This design comes from an exercise in tuning for small area, a short achievable clock period and few clock cycles per item on the open sky130 flow, not from production work.
No functional check of the RTL was part of this run.

--- standard.sh ---
#!/bin/bash
# synth_recipe.tcl (not shown) runs the flow's synth.tcl, then flattens the netlist and writes it again
# the make line also repeats each setting of config.mk as NAME=value (left out here)
make -C /OpenROAD-flow-scripts/flow DESIGN_CONFIG=/design/flow/config.mk WORK_HOME=/design/flow/orfs CLKGATE_MAP_FILE= SYNTH_SCRIPT=/design/flow/synth_recipe.tcl "${@:-finish}"
--- constraint.sdc ---
create_clock -name core_clock -period 28.0 [get_ports {clk}]
set_input_delay 5.6000 -clock core_clock [delete_from_list [all_inputs] [get_ports {clk}]]
set_output_delay 5.6000 -clock core_clock [all_outputs]
set_load 0.01 [all_outputs]
--- design.v ---
module wsc_fa (input wire a, input wire b, input wire c, output wire s, output wire co);
    assign s  = a ^ b ^ c;
    assign co = (a & b) | (a & c) | (b & c);
endmodule
module wsc_ha (input wire a, input wire b, output wire s, output wire co);
    assign s  = a ^ b;
    assign co = a & b;
endmodule
module wsc_px3_pre (
    input  wire [71:0] v,
    output wire [9:0]  cs_X,          
    output wire [9:0]  cs_Y           
);
    wire [7:0] v0 = v[7:0],   v1 = v[15:8],  v2 = v[23:16];
    wire [7:0] v3 = v[31:24], v4 = v[39:32], v5 = v[47:40];
    wire [7:0] v6 = v[55:48], v7 = v[63:56], v8 = v[71:64];
    wire s1, c2;
    wsc_ha us1 (.a(v0[0]), .b(v2[0]), .s(s1), .co(c2));
    wire s3, c4;
    wsc_fa us3 (.a(v0[1]), .b(v2[1]), .c(v6[1]), .s(s3), .co(c4));
    wire s5, c6;
    wsc_fa us5 (.a(v0[2]), .b(v2[2]), .c(v6[2]), .s(s5), .co(c6));
    wire s7, c8;
    wsc_fa us7 (.a(v0[3]), .b(v2[3]), .c(v6[3]), .s(s7), .co(c8));
    wire s9, c10;
    wsc_fa us9 (.a(v0[4]), .b(v2[4]), .c(v6[4]), .s(s9), .co(c10));
    wire s11, c12;
    wsc_fa us11 (.a(v0[5]), .b(v2[5]), .c(v6[5]), .s(s11), .co(c12));
    wire s13, c14;
    wsc_fa us13 (.a(v0[6]), .b(v2[6]), .c(v6[6]), .s(s13), .co(c14));
    wire s15, c16;
    wsc_fa us15 (.a(v0[7]), .b(v2[7]), .c(v6[7]), .s(s15), .co(c16));
    wire s17, c18;
    wsc_ha us17 (.a(v6[0]), .b(v8[0]), .s(s17), .co(c18));
    wire s19, c20;
    wsc_fa us19 (.a(v8[1]), .b(c2), .c(c18), .s(s19), .co(c20));
    wire s21, c22;
    wsc_fa us21 (.a(v8[2]), .b(c4), .c(s5), .s(s21), .co(c22));
    wire s23, c24;
    wsc_fa us23 (.a(v8[3]), .b(c6), .c(s7), .s(s23), .co(c24));
    wire s25, c26;
    wsc_fa us25 (.a(v8[4]), .b(c8), .c(s9), .s(s25), .co(c26));
    wire s27, c28;
    wsc_fa us27 (.a(v8[5]), .b(c10), .c(s11), .s(s27), .co(c28));
    wire s29, c30;
    wsc_fa us29 (.a(v8[6]), .b(c12), .c(s13), .s(s29), .co(c30));
    wire s31, c32;
    wsc_fa us31 (.a(v8[7]), .b(c14), .c(s15), .s(s31), .co(c32));
    assign cs_X = {1'b0, c16, c30, c28, c26, c24, c22, c20, s3, s1} + {1'b0, c32, s31, s29, s27, s25, s23, s21, s19, s17};
    wire s33, c34;
    wsc_ha us33 (.a(v1[0]), .b(v3[0]), .s(s33), .co(c34));
    wire s35, c36;
    wsc_fa us35 (.a(v1[1]), .b(v3[1]), .c(v5[1]), .s(s35), .co(c36));
    wire s37, c38;
    wsc_fa us37 (.a(v1[2]), .b(v3[2]), .c(v5[2]), .s(s37), .co(c38));
    wire s39, c40;
    wsc_fa us39 (.a(v1[3]), .b(v3[3]), .c(v5[3]), .s(s39), .co(c40));
    wire s41, c42;
    wsc_fa us41 (.a(v1[4]), .b(v3[4]), .c(v5[4]), .s(s41), .co(c42));
    wire s43, c44;
    wsc_fa us43 (.a(v1[5]), .b(v3[5]), .c(v5[5]), .s(s43), .co(c44));
    wire s45, c46;
    wsc_fa us45 (.a(v1[6]), .b(v3[6]), .c(v5[6]), .s(s45), .co(c46));
    wire s47, c48;
    wsc_fa us47 (.a(v1[7]), .b(v3[7]), .c(v5[7]), .s(s47), .co(c48));
    wire s49, c50;
    wsc_ha us49 (.a(v5[0]), .b(v7[0]), .s(s49), .co(c50));
    wire s51, c52;
    wsc_fa us51 (.a(v7[1]), .b(c34), .c(c50), .s(s51), .co(c52));
    wire s53, c54;
    wsc_fa us53 (.a(v7[2]), .b(c36), .c(s37), .s(s53), .co(c54));
    wire s55, c56;
    wsc_fa us55 (.a(v7[3]), .b(c38), .c(s39), .s(s55), .co(c56));
    wire s57, c58;
    wsc_fa us57 (.a(v7[4]), .b(c40), .c(s41), .s(s57), .co(c58));
    wire s59, c60;
    wsc_fa us59 (.a(v7[5]), .b(c42), .c(s43), .s(s59), .co(c60));
    wire s61, c62;
    wsc_fa us61 (.a(v7[6]), .b(c44), .c(s45), .s(s61), .co(c62));
    wire s63, c64;
    wsc_fa us63 (.a(v7[7]), .b(c46), .c(s47), .s(s63), .co(c64));
    assign cs_Y = {1'b0, c48, c62, c60, c58, c56, c54, c52, s35, s33} + {1'b0, c64, s63, s61, s59, s57, s55, s53, s51, s49};
endmodule
module wsc_px3_post (
    input  wire        op,
    input  wire        opn,          
    input  wire [9:0]  cs_X,
    input  wire [9:0]  cs_Y,
    input  wire [7:0]  M,
    output wire [7:0]  res
);
    wire [10:0] xs_X = {1'b0, cs_X} + {1'b0, ~M, 2'b00} + 11'd4;
    wire [10:0] xs_Y = {1'b0, cs_Y} + {1'b0, ~M, 2'b00} + 11'd4;
    function lo_ok_f;
        input [7:0] q;
        input [9:0] Al;
        begin
            casez (q)
                8'b1???????: lo_ok_f = 1'b1;
                8'b01??????: lo_ok_f = &Al[9:9];
                8'b001?????: lo_ok_f = &Al[9:8];
                8'b0001????: lo_ok_f = &Al[9:7];
                8'b00001???: lo_ok_f = &Al[9:6];
                8'b000001??: lo_ok_f = &Al[9:5];
                8'b0000001?: lo_ok_f = &Al[9:4];
                8'b00000001: lo_ok_f = &Al[9:3];
                default:     lo_ok_f = &Al[9:3] & (Al[2] | (Al[1] & Al[0]));
            endcase
        end
    endfunction
    wire n65 = xs_X[0];
    wire n66 = xs_X[1];
    wire n67 = xs_X[2];
    wire n68 = xs_X[3];
    wire n69 = xs_X[4];
    wire n70 = xs_X[5];
    wire n71 = xs_X[6];
    wire n72 = xs_X[7];
    wire n73 = xs_X[8];
    wire n74 = xs_X[9];
    wire n75 = xs_X[10];
    wire n76 = ~xs_Y[0];
    wire n77 = ~xs_Y[1];
    wire n78 = ~xs_Y[2];
    wire n79 = ~xs_Y[3];
    wire n80 = ~xs_Y[4];
    wire n81 = ~xs_Y[5];
    wire n82 = ~xs_Y[6];
    wire n83 = ~xs_Y[7];
    wire n84 = ~xs_Y[8];
    wire n85 = ~xs_Y[9];
    wire n86 = ~xs_Y[10];
    wire n87 = xs_Y[0];
    wire n88 = xs_Y[1];
    wire n89 = xs_Y[2];
    wire n90 = xs_Y[3];
    wire n91 = xs_Y[4];
    wire n92 = xs_Y[5];
    wire n93 = xs_Y[6];
    wire n94 = xs_Y[7];
    wire n95 = xs_Y[8];
    wire n96 = xs_Y[9];
    wire n97 = xs_Y[10];
    wire n98 = op & xs_X[0];
    wire n99 = op & xs_X[1];
    wire n100 = op & xs_X[2];
    wire n101 = op & xs_X[3];
    wire n102 = op & xs_X[4];
    wire n103 = op & xs_X[5];
    wire n104 = op ? xs_X[6] : ~xs_X[0];
    wire n105 = opn ? ~xs_X[1] : xs_X[7];
    wire n106 = op ? xs_X[8] : ~xs_X[2];
    wire n107 = opn ? ~xs_X[3] : xs_X[9];
    wire n108 = op ? xs_X[10] : ~xs_X[4];
    wire n109 = opn & ~xs_X[5];
    wire n110 = opn & ~xs_X[6];
    wire n111 = opn & ~xs_X[7];
    wire n112 = opn & ~xs_X[8];
    wire n113 = opn & ~xs_X[9];
    wire n114 = opn & ~xs_X[10];
    wire n115 = op & xs_X[0];
    wire n116 = opn ? xs_X[0] : xs_X[1];
    wire n117 = op ? xs_X[2] : xs_X[1];
    wire n118 = opn ? xs_X[2] : xs_X[3];
    wire n119 = op ? xs_X[4] : xs_X[3];
    wire n120 = opn ? xs_X[4] : xs_X[5];
    wire n121 = op ? xs_X[6] : xs_X[5];
    wire n122 = opn ? xs_X[6] : xs_X[7];
    wire n123 = op ? xs_X[8] : xs_X[7];
    wire n124 = opn ? xs_X[8] : xs_X[9];
    wire n125 = op ? xs_X[10] : xs_X[9];
    wire n126 = opn & xs_X[10];
    wire n127 = op & xs_X[0];
    wire n128 = op & xs_X[1];
    wire n129 = opn ? xs_Y[0] : xs_X[2];
    wire n130 = op ? xs_X[3] : xs_Y[1];
    wire n131 = opn ? xs_Y[2] : xs_X[4];
    wire n132 = op ? xs_X[5] : xs_Y[3];
    wire n133 = opn ? xs_Y[4] : xs_X[6];
    wire n134 = op ? xs_X[7] : xs_Y[5];
    wire n135 = opn ? xs_Y[6] : xs_X[8];
    wire n136 = op ? xs_X[9] : xs_Y[7];
    wire n137 = opn ? xs_Y[8] : xs_X[10];
    wire n138 = opn & xs_Y[9];
    wire n139 = opn & xs_Y[10];
    wire n140 = op & ~xs_X[0];
    wire n141 = op ? ~xs_X[1] : ~xs_Y[0];
    wire n142 = opn ? ~xs_Y[1] : ~xs_X[2];
    wire n143 = op ? ~xs_X[3] : ~xs_Y[2];
    wire n144 = opn ? ~xs_Y[3] : ~xs_X[4];
    wire n145 = op ? ~xs_X[5] : ~xs_Y[4];
    wire n146 = opn ? ~xs_Y[5] : ~xs_X[6];
    wire n147 = op ? ~xs_X[7] : ~xs_Y[6];
    wire n148 = opn ? ~xs_Y[7] : ~xs_X[8];
    wire n149 = op ? ~xs_X[9] : ~xs_Y[8];
    wire n150 = opn ? ~xs_Y[9] : ~xs_X[10];
    wire n151 = opn & ~xs_Y[10];
    wire n152 = op & ~xs_X[0];
    wire n153 = op & ~xs_X[1];
    wire n154 = op & ~xs_X[2];
    wire n155 = op & ~xs_X[3];
    wire n156 = op ? ~xs_X[4] : ~M[0];
    wire n157 = opn ? ~M[1] : ~xs_X[5];
    wire n158 = op ? ~xs_X[6] : ~M[2];
    wire n159 = opn ? ~M[3] : ~xs_X[7];
    wire n160 = op ? ~xs_X[8] : ~M[4];
    wire n161 = opn ? ~M[5] : ~xs_X[9];
    wire n162 = op ? ~xs_X[10] : ~M[6];
    wire n163 = opn & ~M[7];
    wire n164 = op & xs_X[0];
    wire n165 = op & xs_X[1];
    wire n166 = op & xs_X[2];
    wire n167 = op & xs_X[3];
    wire n168 = op & xs_X[4];
    wire n169 = op & xs_X[5];
    wire n170 = op & xs_X[6];
    wire n171 = op & xs_X[7];
    wire n172 = op & xs_X[8];
    wire n173 = op & xs_X[9];
    wire n174 = op & xs_X[10];
    wire n175 = opn & ~xs_X[0];
    wire n176 = opn & ~xs_X[1];
    wire n177 = opn & ~xs_X[2];
    wire n178 = opn & ~xs_X[3];
    wire n179 = opn & ~xs_X[4];
    wire n180 = opn & ~xs_X[5];
    wire n181 = opn & ~xs_X[6];
    wire n182 = opn & ~xs_X[7];
    wire n183 = opn & ~xs_X[8];
    wire n184 = opn & ~xs_X[9];
    wire n185 = opn & ~xs_X[10];
    wire n186 = op & xs_X[0];
    wire n187 = op & xs_X[1];
    wire n188 = op & xs_X[2];
    wire n189 = op & xs_X[3];
    wire n190 = op & xs_X[4];
    wire n191 = op & xs_X[5];
    wire n192 = op & xs_X[6];
    wire n193 = op & xs_X[7];
    wire n194 = op & xs_X[8];
    wire n195 = op & xs_X[9];
    wire n196 = op & xs_X[10];
    wire n197 = op & ~xs_Y[0];
    wire n198 = op & ~xs_Y[1];
    wire n199 = op & ~xs_Y[2];
    wire n200 = op & ~xs_Y[3];
    wire n201 = op & ~xs_Y[4];
    wire n202 = op & ~xs_Y[5];
    wire n203 = op & ~xs_Y[6];
    wire n204 = op & ~xs_Y[7];
    wire n205 = op & ~xs_Y[8];
    wire n206 = op & ~xs_Y[9];
    wire n207 = op & ~xs_Y[10];
    wire n208 = op & xs_Y[0];
    wire n209 = op & xs_Y[1];
    wire n210 = op & xs_Y[2];
    wire n211 = op & xs_Y[3];
    wire n212 = op & xs_Y[4];
    wire n213 = op & xs_Y[5];
    wire n214 = op & xs_Y[6];
    wire n215 = op & xs_Y[7];
    wire n216 = op & xs_Y[8];
    wire n217 = op & xs_Y[9];
    wire n218 = op & xs_Y[10];
    wire n219 = op & xs_Y[0];
    wire n220 = op & xs_Y[1];
    wire n221 = op & xs_Y[2];
    wire n222 = op & xs_Y[3];
    wire n223 = op & xs_Y[4];
    wire n224 = op & xs_Y[5];
    wire n225 = op & xs_Y[6];
    wire n226 = op & xs_Y[7];
    wire n227 = op & xs_Y[8];
    wire n228 = op & xs_Y[9];
    wire n229 = op & xs_Y[10];
    wire s230, c231;
    wsc_ha us230 (.a(op), .b(n99), .s(s230), .co(c231));
    wire s232, c233;
    wsc_ha us232 (.a(n100), .b(n152), .s(s232), .co(c233));
    wire s234, c235;
    wsc_ha us234 (.a(n101), .b(n153), .s(s234), .co(c235));
    wire s236, c237;
    wsc_fa us236 (.a(op), .b(n102), .c(n154), .s(s236), .co(c237));
    wire s238, c239;
    wsc_ha us238 (.a(op), .b(n103), .s(s238), .co(c239));
    wire s240 = ~(n76 ^ n104);
    wire c241 = n76 | n104;
    wire s242, c243;
    wsc_fa us242 (.a(n77), .b(opn), .c(n105), .s(s242), .co(c243));
    wire s244, c245;
    wsc_ha us244 (.a(n78), .b(op), .s(s244), .co(c245));
    wire s246, c247;
    wsc_ha us246 (.a(n65), .b(n79), .s(s246), .co(c247));
    wire s248, c249;
    wsc_fa us248 (.a(n68), .b(n82), .c(op), .s(s248), .co(c249));
    wire s250 = ~(n69 ^ n83);
    wire c251 = n69 | n83;
    wire s252, c253;
    wsc_ha us252 (.a(s250), .b(c249), .s(s252), .co(c253));
    wire s254, c255;
    wsc_fa us254 (.a(n70), .b(n84), .c(c251), .s(s254), .co(c255));
    wire s256, c257;
    wsc_fa us256 (.a(s254), .b(op), .c(n112), .s(s256), .co(c257));
    wire s258, c259;
    wsc_fa us258 (.a(n71), .b(n85), .c(n87), .s(s258), .co(c259));
    wire s260, c261;
    wsc_fa us260 (.a(s258), .b(c255), .c(op), .s(s260), .co(c261));
    wire s262, c263;
    wsc_ha us262 (.a(s260), .b(n113), .s(s262), .co(c263));
    wire s264, c265;
    wsc_fa us264 (.a(n72), .b(n86), .c(n88), .s(s264), .co(c265));
    wire s266, c267;
    wsc_fa us266 (.a(c259), .b(s264), .c(c261), .s(s266), .co(c267));
    wire s268, c269;
    wsc_ha us268 (.a(n114), .b(n117), .s(s268), .co(c269));
    wire s270 = ~(n73 ^ n89);
    wire c271 = n73 | n89;
    wire s272, c273;
    wsc_fa us272 (.a(s270), .b(c265), .c(n118), .s(s272), .co(c273));
    wire s274 = ~(M[0] ^ n74);
    wire c275 = M[0] | n74;
    wire s276, c277;
    wsc_fa us276 (.a(n90), .b(c271), .c(s274), .s(s276), .co(c277));
    wire s278, c279;
    wsc_fa us278 (.a(M[1]), .b(n75), .c(n91), .s(s278), .co(c279));
    wire s280, c281;
    wsc_fa us280 (.a(c275), .b(s278), .c(c277), .s(s280), .co(c281));
    wire s282, c283;
    wsc_fa us282 (.a(M[2]), .b(n92), .c(c279), .s(s282), .co(c283));
    wire s284, c285;
    wsc_ha us284 (.a(M[3]), .b(n93), .s(s284), .co(c285));
    wire n286 = ~M[4];
    wire s287, c288;
    wsc_ha us287 (.a(op), .b(n167), .s(s287), .co(c288));
    wire s289, c290;
    wsc_ha us289 (.a(n168), .b(n187), .s(s289), .co(c290));
    wire s291, c292;
    wsc_fa us291 (.a(n169), .b(n188), .c(n205), .s(s291), .co(c292));
    wire s293, c294;
    wsc_fa us293 (.a(n98), .b(n170), .c(n189), .s(s293), .co(c294));
    wire s295, c296;
    wsc_ha us295 (.a(n206), .b(n212), .s(s295), .co(c296));
    wire s297, c298;
    wsc_fa us297 (.a(n171), .b(n190), .c(n207), .s(s297), .co(c298));
    wire s299, c300;
    wsc_fa us299 (.a(n213), .b(n221), .c(c296), .s(s299), .co(c300));
    wire s301, c302;
    wsc_fa us301 (.a(n172), .b(n191), .c(n214), .s(s301), .co(c302));
    wire s303, c304;
    wsc_fa us303 (.a(n222), .b(c231), .c(s232), .s(s303), .co(c304));
    wire s305, c306;
    wsc_fa us305 (.a(n173), .b(n192), .c(n215), .s(s305), .co(c306));
    wire s307, c308;
    wsc_fa us307 (.a(n223), .b(c233), .c(s234), .s(s307), .co(c308));
    wire s309, c310;
    wsc_fa us309 (.a(n174), .b(n193), .c(n216), .s(s309), .co(c310));
    wire s311, c312;
    wsc_fa us311 (.a(n224), .b(c235), .c(c306), .s(s311), .co(c312));
    wire s313, c314;
    wsc_fa us313 (.a(n155), .b(n194), .c(n217), .s(s313), .co(c314));
    wire s315, c316;
    wsc_fa us315 (.a(n225), .b(s238), .c(c237), .s(s315), .co(c316));
    wire s317, c318;
    wsc_fa us317 (.a(n156), .b(n195), .c(n218), .s(s317), .co(c318));
    wire s319, c320;
    wsc_fa us319 (.a(n226), .b(c239), .c(s240), .s(s319), .co(c320));
    wire s321, c322;
    wsc_fa us321 (.a(n127), .b(n157), .c(n196), .s(s321), .co(c322));
    wire s323, c324;
    wsc_fa us323 (.a(n227), .b(c241), .c(c318), .s(s323), .co(c324));
    wire s325, c326;
    wsc_fa us325 (.a(s244), .b(n106), .c(n128), .s(s325), .co(c326));
    wire s327, c328;
    wsc_fa us327 (.a(n158), .b(n228), .c(c243), .s(s327), .co(c328));
    wire s329, c330;
    wsc_fa us329 (.a(s246), .b(c245), .c(n107), .s(s329), .co(c330));
    wire s331, c332;
    wsc_fa us331 (.a(n129), .b(n159), .c(n229), .s(s331), .co(c332));
    wire s333, c334;
    wsc_fa us333 (.a(n66), .b(n80), .c(c247), .s(s333), .co(c334));
    wire s335, c336;
    wsc_fa us335 (.a(s333), .b(n108), .c(n130), .s(s335), .co(c336));
    wire s337, c338;
    wsc_fa us337 (.a(n67), .b(n81), .c(c334), .s(s337), .co(c338));
    wire s339, c340;
    wsc_fa us339 (.a(s337), .b(n109), .c(n131), .s(s339), .co(c340));
    wire s341, c342;
    wsc_fa us341 (.a(c338), .b(s248), .c(n110), .s(s341), .co(c342));
    wire s343, c344;
    wsc_fa us343 (.a(n132), .b(n141), .c(n162), .s(s343), .co(c344));
    wire s345, c346;
    wsc_fa us345 (.a(n111), .b(n133), .c(n142), .s(s345), .co(c346));
    wire s347, c348;
    wsc_fa us347 (.a(n163), .b(n176), .c(s252), .s(s347), .co(c348));
    wire s349, c350;
    wsc_fa us349 (.a(n115), .b(n134), .c(n143), .s(s349), .co(c350));
    wire s351, c352;
    wsc_fa us351 (.a(n177), .b(c253), .c(c346), .s(s351), .co(c352));
    wire s353, c354;
    wsc_fa us353 (.a(n116), .b(n135), .c(n144), .s(s353), .co(c354));
    wire s355, c356;
    wsc_fa us355 (.a(n178), .b(s262), .c(c257), .s(s355), .co(c356));
    wire s357, c358;
    wsc_fa us357 (.a(n136), .b(n145), .c(n179), .s(s357), .co(c358));
    wire s359, c360;
    wsc_fa us359 (.a(c263), .b(s266), .c(s268), .s(s359), .co(c360));
    wire s361, c362;
    wsc_fa us361 (.a(n137), .b(n146), .c(n180), .s(s361), .co(c362));
    wire s363, c364;
    wsc_fa us363 (.a(c267), .b(c269), .c(c358), .s(s363), .co(c364));
    wire s365, c366;
    wsc_fa us365 (.a(s276), .b(n119), .c(n138), .s(s365), .co(c366));
    wire s367, c368;
    wsc_fa us367 (.a(n147), .b(n181), .c(c273), .s(s367), .co(c368));
    wire s369, c370;
    wsc_fa us369 (.a(opn), .b(s280), .c(n120), .s(s369), .co(c370));
    wire s371, c372;
    wsc_fa us371 (.a(n139), .b(n148), .c(n182), .s(s371), .co(c372));
    wire s373, c374;
    wsc_fa us373 (.a(s282), .b(op), .c(c281), .s(s373), .co(c374));
    wire s375, c376;
    wsc_fa us375 (.a(s373), .b(n121), .c(n149), .s(s375), .co(c376));
    wire s377, c378;
    wsc_fa us377 (.a(s284), .b(c283), .c(opn), .s(s377), .co(c378));
    wire s379, c380;
    wsc_fa us379 (.a(s377), .b(c374), .c(n122), .s(s379), .co(c380));
    wire s381, c382;
    wsc_fa us381 (.a(n94), .b(n286), .c(c285), .s(s381), .co(c382));
    wire s383, c384;
    wsc_fa us383 (.a(s381), .b(c378), .c(n123), .s(s383), .co(c384));
    wire s385, c386;
    wsc_fa us385 (.a(M[5]), .b(M[4]), .c(n95), .s(s385), .co(c386));
    wire s387, c388;
    wsc_ha us387 (.a(s385), .b(c382), .s(s387), .co(c388));
    wire s389, c390;
    wsc_fa us389 (.a(M[6]), .b(n96), .c(c386), .s(s389), .co(c390));
    wire s391, c392;
    wsc_ha us391 (.a(M[7]), .b(n97), .s(s391), .co(c392));
    wire s393, c394;
    wsc_ha us393 (.a(n186), .b(n203), .s(s393), .co(c394));
    wire s395, c396;
    wsc_fa us395 (.a(n204), .b(n210), .c(c288), .s(s395), .co(c396));
    wire s397, c398;
    wsc_fa us397 (.a(n211), .b(n219), .c(c290), .s(s397), .co(c398));
    wire s399, c400;
    wsc_fa us399 (.a(n220), .b(s295), .c(c292), .s(s399), .co(c400));
    wire s401, c402;
    wsc_fa us401 (.a(s230), .b(c294), .c(s297), .s(s401), .co(c402));
    wire s403, c404;
    wsc_fa us403 (.a(c298), .b(s301), .c(c300), .s(s403), .co(c404));
    wire s405, c406;
    wsc_fa us405 (.a(c302), .b(s305), .c(c304), .s(s405), .co(c406));
    wire s407, c408;
    wsc_fa us407 (.a(s236), .b(s309), .c(c308), .s(s407), .co(c408));
    wire s409, c410;
    wsc_fa us409 (.a(c310), .b(s313), .c(c312), .s(s409), .co(c410));
    wire s411, c412;
    wsc_fa us411 (.a(c314), .b(s317), .c(s319), .s(s411), .co(c412));
    wire s413, c414;
    wsc_fa us413 (.a(s242), .b(s321), .c(c320), .s(s413), .co(c414));
    wire s415, c416;
    wsc_fa us415 (.a(c322), .b(s325), .c(c324), .s(s415), .co(c416));
    wire s417, c418;
    wsc_fa us417 (.a(c326), .b(s329), .c(s331), .s(s417), .co(c418));
    wire s419, c420;
    wsc_fa us419 (.a(n160), .b(c330), .c(c332), .s(s419), .co(c420));
    wire s421, c422;
    wsc_fa us421 (.a(n140), .b(n161), .c(c336), .s(s421), .co(c422));
    wire s423, c424;
    wsc_fa us423 (.a(n175), .b(c340), .c(s341), .s(s423), .co(c424));
    wire s425, c426;
    wsc_fa us425 (.a(c342), .b(c344), .c(s345), .s(s425), .co(c426));
    wire s427, c428;
    wsc_fa us427 (.a(s256), .b(s349), .c(c348), .s(s427), .co(c428));
    wire s429, c430;
    wsc_fa us429 (.a(c350), .b(s353), .c(c352), .s(s429), .co(c430));
    wire s431, c432;
    wsc_fa us431 (.a(c354), .b(s357), .c(s359), .s(s431), .co(c432));
    wire s433, c434;
    wsc_fa us433 (.a(s272), .b(s361), .c(c360), .s(s433), .co(c434));
    wire s435, c436;
    wsc_fa us435 (.a(c362), .b(s365), .c(c364), .s(s435), .co(c436));
    wire s437, c438;
    wsc_fa us437 (.a(c366), .b(s369), .c(s371), .s(s437), .co(c438));
    wire s439, c440;
    wsc_fa us439 (.a(n183), .b(c370), .c(c372), .s(s439), .co(c440));
    wire s441, c442;
    wsc_fa us441 (.a(n150), .b(n184), .c(c376), .s(s441), .co(c442));
    wire s443, c444;
    wsc_fa us443 (.a(n151), .b(n185), .c(c380), .s(s443), .co(c444));
    wire s445, c446;
    wsc_fa us445 (.a(s387), .b(op), .c(n124), .s(s445), .co(c446));
    wire s447, c448;
    wsc_fa us447 (.a(s389), .b(c388), .c(opn), .s(s447), .co(c448));
    wire s449, c450;
    wsc_fa us449 (.a(s391), .b(c390), .c(opn), .s(s449), .co(c450));
    wire s451, c452;
    wsc_ha us451 (.a(n166), .b(n202), .s(s451), .co(c452));
    wire s453, c454;
    wsc_fa us453 (.a(n209), .b(c452), .c(s287), .s(s453), .co(c454));
    wire s455, c456;
    wsc_fa us455 (.a(c394), .b(s289), .c(s395), .s(s455), .co(c456));
    wire s457, c458;
    wsc_fa us457 (.a(s291), .b(c396), .c(s397), .s(s457), .co(c458));
    wire s459, c460;
    wsc_fa us459 (.a(s293), .b(c398), .c(s399), .s(s459), .co(c460));
    wire s461, c462;
    wsc_fa us461 (.a(s299), .b(c400), .c(s401), .s(s461), .co(c462));
    wire s463, c464;
    wsc_fa us463 (.a(s303), .b(c402), .c(s403), .s(s463), .co(c464));
    wire s465, c466;
    wsc_fa us465 (.a(s307), .b(c404), .c(s405), .s(s465), .co(c466));
    wire s467, c468;
    wsc_fa us467 (.a(s311), .b(c406), .c(s407), .s(s467), .co(c468));
    wire s469, c470;
    wsc_fa us469 (.a(s315), .b(c408), .c(s409), .s(s469), .co(c470));
    wire s471, c472;
    wsc_fa us471 (.a(c316), .b(s411), .c(c410), .s(s471), .co(c472));
    wire s473, c474;
    wsc_fa us473 (.a(s323), .b(c412), .c(s413), .s(s473), .co(c474));
    wire s475, c476;
    wsc_fa us475 (.a(s327), .b(c414), .c(s415), .s(s475), .co(c476));
    wire s477, c478;
    wsc_fa us477 (.a(c328), .b(s417), .c(c416), .s(s477), .co(c478));
    wire s479, c480;
    wsc_fa us479 (.a(s335), .b(c418), .c(s419), .s(s479), .co(c480));
    wire s481, c482;
    wsc_fa us481 (.a(s339), .b(c420), .c(s421), .s(s481), .co(c482));
    wire s483, c484;
    wsc_fa us483 (.a(s343), .b(c422), .c(s423), .s(s483), .co(c484));
    wire s485, c486;
    wsc_fa us485 (.a(s347), .b(c424), .c(s425), .s(s485), .co(c486));
    wire s487, c488;
    wsc_fa us487 (.a(s351), .b(c426), .c(s427), .s(s487), .co(c488));
    wire s489, c490;
    wsc_fa us489 (.a(s355), .b(c428), .c(s429), .s(s489), .co(c490));
    wire s491, c492;
    wsc_fa us491 (.a(c356), .b(s431), .c(c430), .s(s491), .co(c492));
    wire s493, c494;
    wsc_fa us493 (.a(s363), .b(c432), .c(s433), .s(s493), .co(c494));
    wire s495, c496;
    wsc_fa us495 (.a(s367), .b(c434), .c(s435), .s(s495), .co(c496));
    wire s497, c498;
    wsc_fa us497 (.a(c368), .b(s437), .c(c436), .s(s497), .co(c498));
    wire s499, c500;
    wsc_fa us499 (.a(s375), .b(c438), .c(s439), .s(s499), .co(c500));
    wire s501, c502;
    wsc_fa us501 (.a(s379), .b(c440), .c(s441), .s(s501), .co(c502));
    wire s503, c504;
    wsc_fa us503 (.a(s383), .b(c442), .c(s443), .s(s503), .co(c504));
    wire s505, c506;
    wsc_fa us505 (.a(c384), .b(s445), .c(c444), .s(s505), .co(c506));
    wire s507, c508;
    wsc_fa us507 (.a(s447), .b(n125), .c(c446), .s(s507), .co(c508));
    wire s509, c510;
    wsc_fa us509 (.a(c448), .b(s449), .c(n126), .s(s509), .co(c510));
    wire s511, c512;
    wsc_ha us511 (.a(n208), .b(s451), .s(s511), .co(c512));
    wire s513, c514;
    wsc_ha us513 (.a(s393), .b(s453), .s(s513), .co(c514));
    wire s515, c516;
    wsc_ha us515 (.a(c454), .b(s455), .s(s515), .co(c516));
    wire s517, c518;
    wsc_ha us517 (.a(c456), .b(s457), .s(s517), .co(c518));
    wire s519, c520;
    wsc_ha us519 (.a(c458), .b(s459), .s(s519), .co(c520));
    wire s521, c522;
    wsc_ha us521 (.a(c460), .b(s461), .s(s521), .co(c522));
    wire s523, c524;
    wsc_ha us523 (.a(c462), .b(s463), .s(s523), .co(c524));
    wire s525, c526;
    wsc_ha us525 (.a(c464), .b(s465), .s(s525), .co(c526));
    wire s527, c528;
    wsc_ha us527 (.a(c466), .b(s467), .s(s527), .co(c528));
    wire s529, c530;
    wsc_ha us529 (.a(c468), .b(s469), .s(s529), .co(c530));
    wire s531, c532;
    wsc_ha us531 (.a(c470), .b(s471), .s(s531), .co(c532));
    wire s533, c534;
    wsc_ha us533 (.a(c472), .b(s473), .s(s533), .co(c534));
    wire s535, c536;
    wsc_ha us535 (.a(c474), .b(s475), .s(s535), .co(c536));
    wire s537, c538;
    wsc_ha us537 (.a(c476), .b(s477), .s(s537), .co(c538));
    wire s539, c540;
    wsc_ha us539 (.a(c478), .b(s479), .s(s539), .co(c540));
    wire s541, c542;
    wsc_ha us541 (.a(c480), .b(s481), .s(s541), .co(c542));
    wire s543, c544;
    wsc_ha us543 (.a(c482), .b(s483), .s(s543), .co(c544));
    wire s545, c546;
    wsc_ha us545 (.a(c484), .b(s485), .s(s545), .co(c546));
    wire s547, c548;
    wsc_ha us547 (.a(c486), .b(s487), .s(s547), .co(c548));
    wire s549, c550;
    wsc_ha us549 (.a(c488), .b(s489), .s(s549), .co(c550));
    wire s551, c552;
    wsc_ha us551 (.a(c490), .b(s491), .s(s551), .co(c552));
    wire s553, c554;
    wsc_ha us553 (.a(c492), .b(s493), .s(s553), .co(c554));
    wire s555, c556;
    wsc_ha us555 (.a(c494), .b(s495), .s(s555), .co(c556));
    wire s557, c558;
    wsc_ha us557 (.a(c496), .b(s497), .s(s557), .co(c558));
    wire s559, c560;
    wsc_ha us559 (.a(c498), .b(s499), .s(s559), .co(c560));
    wire s561, c562;
    wsc_ha us561 (.a(c500), .b(s501), .s(s561), .co(c562));
    wire s563, c564;
    wsc_ha us563 (.a(c502), .b(s503), .s(s563), .co(c564));
    wire s565, c566;
    wsc_ha us565 (.a(c504), .b(s505), .s(s565), .co(c566));
    wire s567, c568;
    wsc_ha us567 (.a(c506), .b(s507), .s(s567), .co(c568));
    wire s569, c570;
    wsc_ha us569 (.a(c508), .b(s509), .s(s569), .co(c570));
    wire G571 = c520 | (s519 & c518);
    wire P572 = s519 & s517;
    wire G573 = G571 | (P572 & c516);
    wire P574 = P572 & s515;
    wire G575 = c514 | (s513 & c512);
    wire P576 = s513 & s511;
    wire G577 = G573 | (P574 & G575);
    wire P578 = P574 & P576;
    wire k579 = G577;
    wire a580 = s511 ^ 1'b0;
    wire a581 = s513 ^ c512;
    wire G582 = c514 | (s513 & c512);
    wire P583 = s513 & s511;
    wire a584 = s515 ^ G582;
    wire G585 = c516 | (s515 & c514);
    wire P586 = s515 & s513;
    wire G587 = G585 | (P586 & c512);
    wire P588 = P586 & s511;
    wire a589 = s517 ^ G587;
    wire G590 = c518 | (s517 & c516);
    wire P591 = s517 & s515;
    wire G592 = c514 | (s513 & c512);
    wire P593 = s513 & s511;
    wire G594 = G590 | (P591 & G592);
    wire P595 = P591 & P593;
    wire a596 = s519 ^ G594;
    wire [9:0] Al = {a596, a589, a584, a581, a580, 1'b0, 1'b0, 1'b0, 1'b0, 1'b0};
    wire G597 = c554 | (s553 & c552);
    wire P598 = s553 & s551;
    wire G599 = G597 | (P598 & c550);
    wire P600 = P598 & s549;
    wire G601 = c548 | (s547 & c546);
    wire P602 = s547 & s545;
    wire G603 = G599 | (P600 & G601);
    wire P604 = P600 & P602;
    wire G605 = c544 | (s543 & c542);
    wire P606 = s543 & s541;
    wire G607 = c540 | (s539 & c538);
    wire P608 = s539 & s537;
    wire G609 = G605 | (P606 & G607);
    wire P610 = P606 & P608;
    wire G611 = G603 | (P604 & G609);
    wire P612 = P604 & P610;
    wire G613 = c536 | (s535 & c534);
    wire P614 = s535 & s533;
    wire G615 = c532 | (s531 & c530);
    wire P616 = s531 & s529;
    wire G617 = G613 | (P614 & G615);
    wire P618 = P614 & P616;
    wire G619 = c528 | (s527 & c526);
    wire P620 = s527 & s525;
    wire G621 = c524 | (s523 & c522);
    wire P622 = s523 & s521;
    wire G623 = G619 | (P620 & G621);
    wire P624 = P620 & P622;
    wire G625 = G617 | (P618 & G623);
    wire P626 = P618 & P624;
    wire G627 = G611 | (P612 & G625);
    wire P628 = P612 & P626;
    wire k629 = G627 | (P628 & k579);
    wire h630 = s521 ^ k579;
    wire h631 = s523 ^ c522;
    wire h632 = s525 ^ c524;
    wire h633 = s527 ^ c526;
    wire h634 = s529 ^ c528;
    wire h635 = s531 ^ c530;
    wire h636 = s533 ^ c532;
    wire h637 = s535 ^ c534;
    wire h638 = s537 ^ c536;
    wire h639 = s539 ^ c538;
    wire h640 = s541 ^ c540;
    wire h641 = s543 ^ c542;
    wire h642 = s545 ^ c544;
    wire h643 = s547 ^ c546;
    wire h644 = s549 ^ c548;
    wire h645 = s551 ^ c550;
    wire h646 = s553 ^ c552;
    wire hi_ones = &{h646, h645, h644, h643, h642, h641, h640, h639, h638, h637, h636, h635, h634, h633, h632, h631, h630};
    wire c27 = k629;
    wire [7:0]  q0 = {c508, c506, c504, c502, c500, c498, c496, c494} + {s509, s507, s505, s503, s501, s499, s497, s495};
    wire [7:0]  q1 = q0 + 8'd1;
    wire [7:0]  q2 = q0 + 8'd2;
    wire lo_ok = c27 ? lo_ok_f(q1, Al) : lo_ok_f(q0, Al);
    wire flag = op & hi_ones & lo_ok;
    assign res = c27 ? (flag ? q2 : q1) : (flag ? q1 : q0);
endmodule
module wsc_px3 (
    input  wire         clk,
    input  wire         rst,
    input  wire         in_valid,
    output wire         in_ready,
    input  wire         in_op,        
    input  wire [287:0] in_win,
    output reg          out_valid,
    input  wire         out_ready,
    output reg  [31:0]  out_pix
);
    wire [39:0] csx_w, csy_w;
    genvar c;
    generate
        for (c = 0; c < 4; c = c + 1) begin : pre
            wsc_px3_pre u (
                .v   ({in_win[256+8*c +: 8], in_win[224+8*c +: 8], in_win[192+8*c +: 8],
                       in_win[160+8*c +: 8], in_win[128+8*c +: 8], in_win[96+8*c +: 8],
                       in_win[64+8*c +: 8],  in_win[32+8*c +: 8],  in_win[8*c +: 8]}),
                .cs_X(csx_w[10*c +: 10]),
                .cs_Y(csy_w[10*c +: 10])
            );
        end
    endgenerate
    reg         s1_valid;
    reg         s1_op;
    reg         s1_opn;       
    reg  [39:0] s1_csx, s1_csy;
    reg  [31:0] s1_m;
    reg         k0_valid, k1_valid;
    reg  [31:0] k0_pix, k1_pix;
    assign in_ready = !k1_valid && !(k0_valid && s1_valid);
    wire accept = in_valid && in_ready;
    always @(posedge clk) begin
        if (rst)
            s1_valid <= 1'b0;
        else
            s1_valid <= accept;
    end
    always @(posedge clk) begin
        s1_op  <= in_op;
        s1_opn <= ~in_op;
        s1_csx <= csx_w;
        s1_csy <= csy_w;
        s1_m   <= in_win[159:128];              
    end
    wire [31:0] res;
    generate
        for (c = 0; c < 4; c = c + 1) begin : post
            wsc_px3_post u (
                .op  (s1_op),
                .opn (s1_opn),
                .cs_X(s1_csx[10*c +: 10]),
                .cs_Y(s1_csy[10*c +: 10]),
                .M   (s1_m[8*c +: 8]),
                .res (res[8*c +: 8])
            );
        end
    endgenerate
    wire head_free = !out_valid || out_ready;
    always @(posedge clk) begin
        if (rst) begin
            out_valid <= 1'b0;
            k0_valid  <= 1'b0;
            k1_valid  <= 1'b0;
        end else if (head_free) begin
            out_valid <= k0_valid || s1_valid;
            k0_valid  <= k1_valid || (k0_valid && s1_valid);
            k1_valid  <= k1_valid && s1_valid;
        end else begin
            k0_valid  <= k0_valid || s1_valid;
            k1_valid  <= k1_valid || (k0_valid && s1_valid);
        end
    end
    always @(posedge clk) begin
        if (head_free)
            out_pix <= k0_valid ? k0_pix : res;
        if (head_free || !k0_valid)
            k0_pix <= (head_free && k1_valid) ? k1_pix : res;
        if (head_free || !k1_valid)
            k1_pix <= res;
    end
endmodule
--- config.mk ---
export PLATFORM = sky130hd
export DESIGN_NAME = wsc_px3
export DESIGN_NICKNAME = wsc_px3
export VERILOG_FILES = /design/flow/design.v
export SDC_FILE = /design/flow/constraint.sdc
export NUM_CORES = 4
export LEC_CHECK = 0
export CAP_MARGIN = 20
export CORE_MARGIN = 2
export CORE_UTILIZATION = 40
export CTS_BUF_LIST = sky130_fd_sc_hd__clkbuf_4 sky130_fd_sc_hd__clkbuf_8
export SLEW_MARGIN = 20
export SYNTH_HIERARCHICAL = 1
--- flow/run.sh ---
#!/bin/bash
set -e
export BUFFER_PORTS_ARGS="-buffer_cell sky130_fd_sc_hd__buf_1"
export SETUP_SLACK_MARGIN=20.35
bash standard.sh > standard.log 2>&1
==> out/qor.csv <==
stage,metric,value,unit
status,status,no timing/DRC/antenna violations,
cells_and_area,regArea,0.00529,sq mm
timing,rsz0062_at_grt,true,
timing,drv_slew,0,
detailed_routing,wl_per_cell,19.1,um
clocking,cts.sink_count,214,
run,cap_violations,0,
critical_path,crit_arrival,8.12,ns
die,pin_count,327,
synthesis,synth_top_family_by_area,adder cells,
synthesis,ys.flop_type,dfxtp_1,
clocking,insertion_delay,0.63,ns
synthesis,synthDistinctLibCells,71,
timing,tns,0,ns
timing,clock_skew,0.0130,ns
synthesis,syn_area,0.0339,sq mm
synthesis,synthXorXnorAreaFrac,0.0505,
critical_path,timing.critical_path.mode_cell,fa_2,
global_route,grt_overflow,0,
detailed_routing,first_iter_violations,1276,
timing,layout_min_cycle_time,7.74,ns
cells_and_area,multi_input_area,0.0300,sq mm
timing,tightest_slew,0.831,ns
clocking,root_buffer,clkbuf_8,
synthesis,synth-adder-area-share,0.526,
global_route,grt_pass1_wl,141000,um
synthesis,synth_top_area_share,0.359,
timing,min_period_over_period,0.276,
clocking,cts_buffer_depth,3,
synthesis,synth_largest_area_cell,fa_1,
critical_path,cp-end-kind,register,
detailed_routing,wl,90400,um
global_route,grt_max_degree,67,
synthesis,synth-compound-area-share,0.107,
synthesis,synth_area_leaders,"fa_1 (36%), ha_1 (17%), edfxtp_1 (8.5%), dfxtp_1 (7.0%), xnor2_1 (3.5%)",
critical_path,required,28.38,ns
die,rows,106,
critical_path,r2r-start,s1_m[12],
clocking,postCtsHoldBufs,0,
cells_and_area,nFillCells,7576,
critical_path,crit_type,reg -> reg,
critical_path,startpoint,s1_m[12],
cells_and_area,drive_above_1_share,0.222,
synthesis,ys_warn_count,8,
synthesis,ys_ff_latch,214,
clocking,htree_levels,2,
critical_path,worstPathMaxFanout,3,
timing,hold_viol_final,0,
synthesis,synth_cells,3012,
detailed_routing,first_pass_iters,5,
clocking,cts_tree,yes,
clocking,cts_buffers,42,
global_route,track_usage,0.206,
placed_design,dpl.hpwl,71500,um
global_route,grt_pass1_vias,26800,
cells_and_area,layout_common_cells,"fa_1 (546), ha_1 (385), buf_1 (326)",
die,coreArea,0.0838,sq mm
detailed_routing,dr_total_vias,25000,
die,die_w,295,um
synthesis,synthesis.nets,4365,
critical_path,timing.reg2reg.setup_slack,20.26,ns
cells_and_area,fin_nets,4919,
synthesis,async_reset_ff_frac,0,
clocking,path_clk_slew,0.06,ns
synthesis,synthMuxAreaShare,0.0353,
detailed_routing,drt-vias-per-instance,5.27,
detailed_routing,ant_nets,0,
hold_path,hold_path_class,reg -> reg,
critical_path,cp_slowest_cell,fa_1,
placed_design,gp_congestion,0.909,
timing,slew_headroom,0.442,
die,initial_core_util,0.405,
critical_path,worstSetupEndpoint,out_pix[15],
synthesis,synth.avg_cell_area,11.3,sq um
synthesis,synth.yosys.seq_area_share,0.155,
cells_and_area,fin_util,0.497,
cells_and_area,layout_commonest_cell,fa_1,
synthesis,synth_edf_count,96,
critical_path,timing.rr.end,out_pix[15],
cells_and_area,area_growth,22.8,%
critical_path,reg2reg_depth,29,
die,dieArea,0.0871,sq mm
detailed_routing,drc_errors,0,
synthesis,synth_simple_gate_area_frac,0.0911,
global_route,antenna_found_initial,1,
die,die_h,295,um
timing,fmax,0.129,GHz
timing,setup_viol,0,
placed_design,io_buffer_count,326,
critical_path,start_kind,register,
critical_path,cpPeakStageDelay,0.51,ns
## Yosys cell counts, drive strengths merged, types with 5 or more instances
library cell  instances
nand4b                8
clkbuf               28
o221ai                8
ha                  452
inv                 263
mux2                 68
and3                 12
mux2i                32
a21oi               141
nor4                  8
dfxtp               118
o211ai               28
a21boi               16
o21bai               32
nor3                 32
o41ai                 8
o2111ai              12
o21ai               108
a311oi               16
or2                  20
fa                  608
a21o                 73
xnor2               140
nor2                231
or3                  16
nand2                91
nor2b                57
nand4                32
edfxtp               96
o21a                 12
buf                  15
nand2b               12
xor2                 52
and2                 36
nand3                40
a22oi                 5
a211oi               29
nor3b                 5
## per-stage QoR
stage,cell area (sq um),hold slack [ns],cells,worst slack [ns]
after floorplan,34200,0.507,3012,20.33
after global placement,36800,0.528,4447,19.43
after detailed placement,36800,0.529,4447,19.38
after CTS,40000,0.526,4658,20.35
after global routing,41600,0.541,4734,20.02
final,41600,0.538,4735,20.26
## modules after synthesis (local to each module, per instance)
module	flops+latches	cells	copies in the design
wsc_fa	0	1	588
wsc_ha	0	1	172
wsc_px3	214	300	1
wsc_px3_post	0	407	4
wsc_px3_pre	0	81	4
## worst max-delay path: cells and delay by family, from the launching register on
kind | cells | cell delay (ns)
multiplexers | 1 | 0.28
adder cells (fa/ha/maj) | 10 | 3.78
buffers and inverters | 5 | 0.58
AO/OA/AOI/OAI | 8 | 1.36
flip-flops | 1 | 0.44
XOR/XNOR | 2 | 0.47
AND/OR/NAND/NOR | 3 | 0.56
## area by class of cell
type                            count  area share
Inverter                          263      0.0241
Antenna cell                        2    0.000120
Multi-Input combinational cell   2496       0.720
Clock inverter                     14     0.00388
Clock buffer                       63      0.0192
Tap cell                         1134      0.0341
Sequential cell                   214       0.127
Timing Repair Buffer              549      0.0716
## sequential cells by signal (all words and copies together), names as in the netlist
signal,cells
s1_valid,1
k1_pix,32
out_pix,32
out_valid,1
s1_op,1
s1_m,32
s1_csy,40
s1_csx,40
k0_pix,32
k1_valid,1
s1_opn,1
k0_valid,1
## repair_timing
action                                  in CTS  in global routing
cloned                                       4                  0
gates resized for setup                    267                196
endpoints found under the setup margin      96                 96
setup buffers                              130                 75
pin swaps                                  169                223
## cells by family (layout without fill, tap and decap cells)
group	after synthesis	in the layout
adder cells (fa/ha/maj)	1060	1060
AND/OR/NAND/NOR	616	616
AO/OA/AOI/OAI	524	528
buffers and inverters	306	889
flip-flops	214	214
XOR/XNOR	192	192
multiplexers	100	100
other	0	2
## layer usage
metal / part of all wire / GRT usage / vias to the layer above
met1: 0.43 / 0.274 / 12500
met2: 0.49 / 0.348 / 713
met4: 0.025 / 0.0541 / 0
met5: 0 / 0 / -
met3: 0.061 / 0.0347 / 155
li1: - / - / 11500
## worst min-delay path by stage
stage	from	to	slack, ns	cells after the start
2_1_floorplan	s1_valid	k1_valid	0.51	2
3_3_place_gp	k0_pix[22]	out_pix[22]	0.53	1
3_5_place_dp	s1_valid	k1_valid	0.53	2
4_1_cts	k1_pix[24]	k0_pix[24]	0.53	1
5_1_grt	k0_pix[28]	out_pix[28]	0.54	1
6_report	k1_pix[24]	k0_pix[24]	0.54	1

-- what the ideal ports hide --
In the flow no input, the clock included, has a driving cell. The finished layout below was timed again as built, in two steps.
Step 1 assumes that a clkbuf_16 drives the clock port and a buf_2 every other input.
Step 2 times the ports against the registers' clock, not the clock port: input delays grow and output delays shrink by t, the midpoint of the rising clock arrivals with the driver on.
Slacks: ideal ports / drivers / drivers and shift; pairs: ideal ports / drivers.
shift t [ns]: 0.687
slack for setup (ns): 20.263 / 20.263 / 19.970
worst setup path at the end: input to register
latest minus earliest clock arrival (ns): 0.017 / 0.016
worst slew at a driven data input, ns: 0.06
After both steps this run still meets setup and hold. The setup slack of this run moves by 0.000 ns with the drivers and by -0.293 ns with both steps.
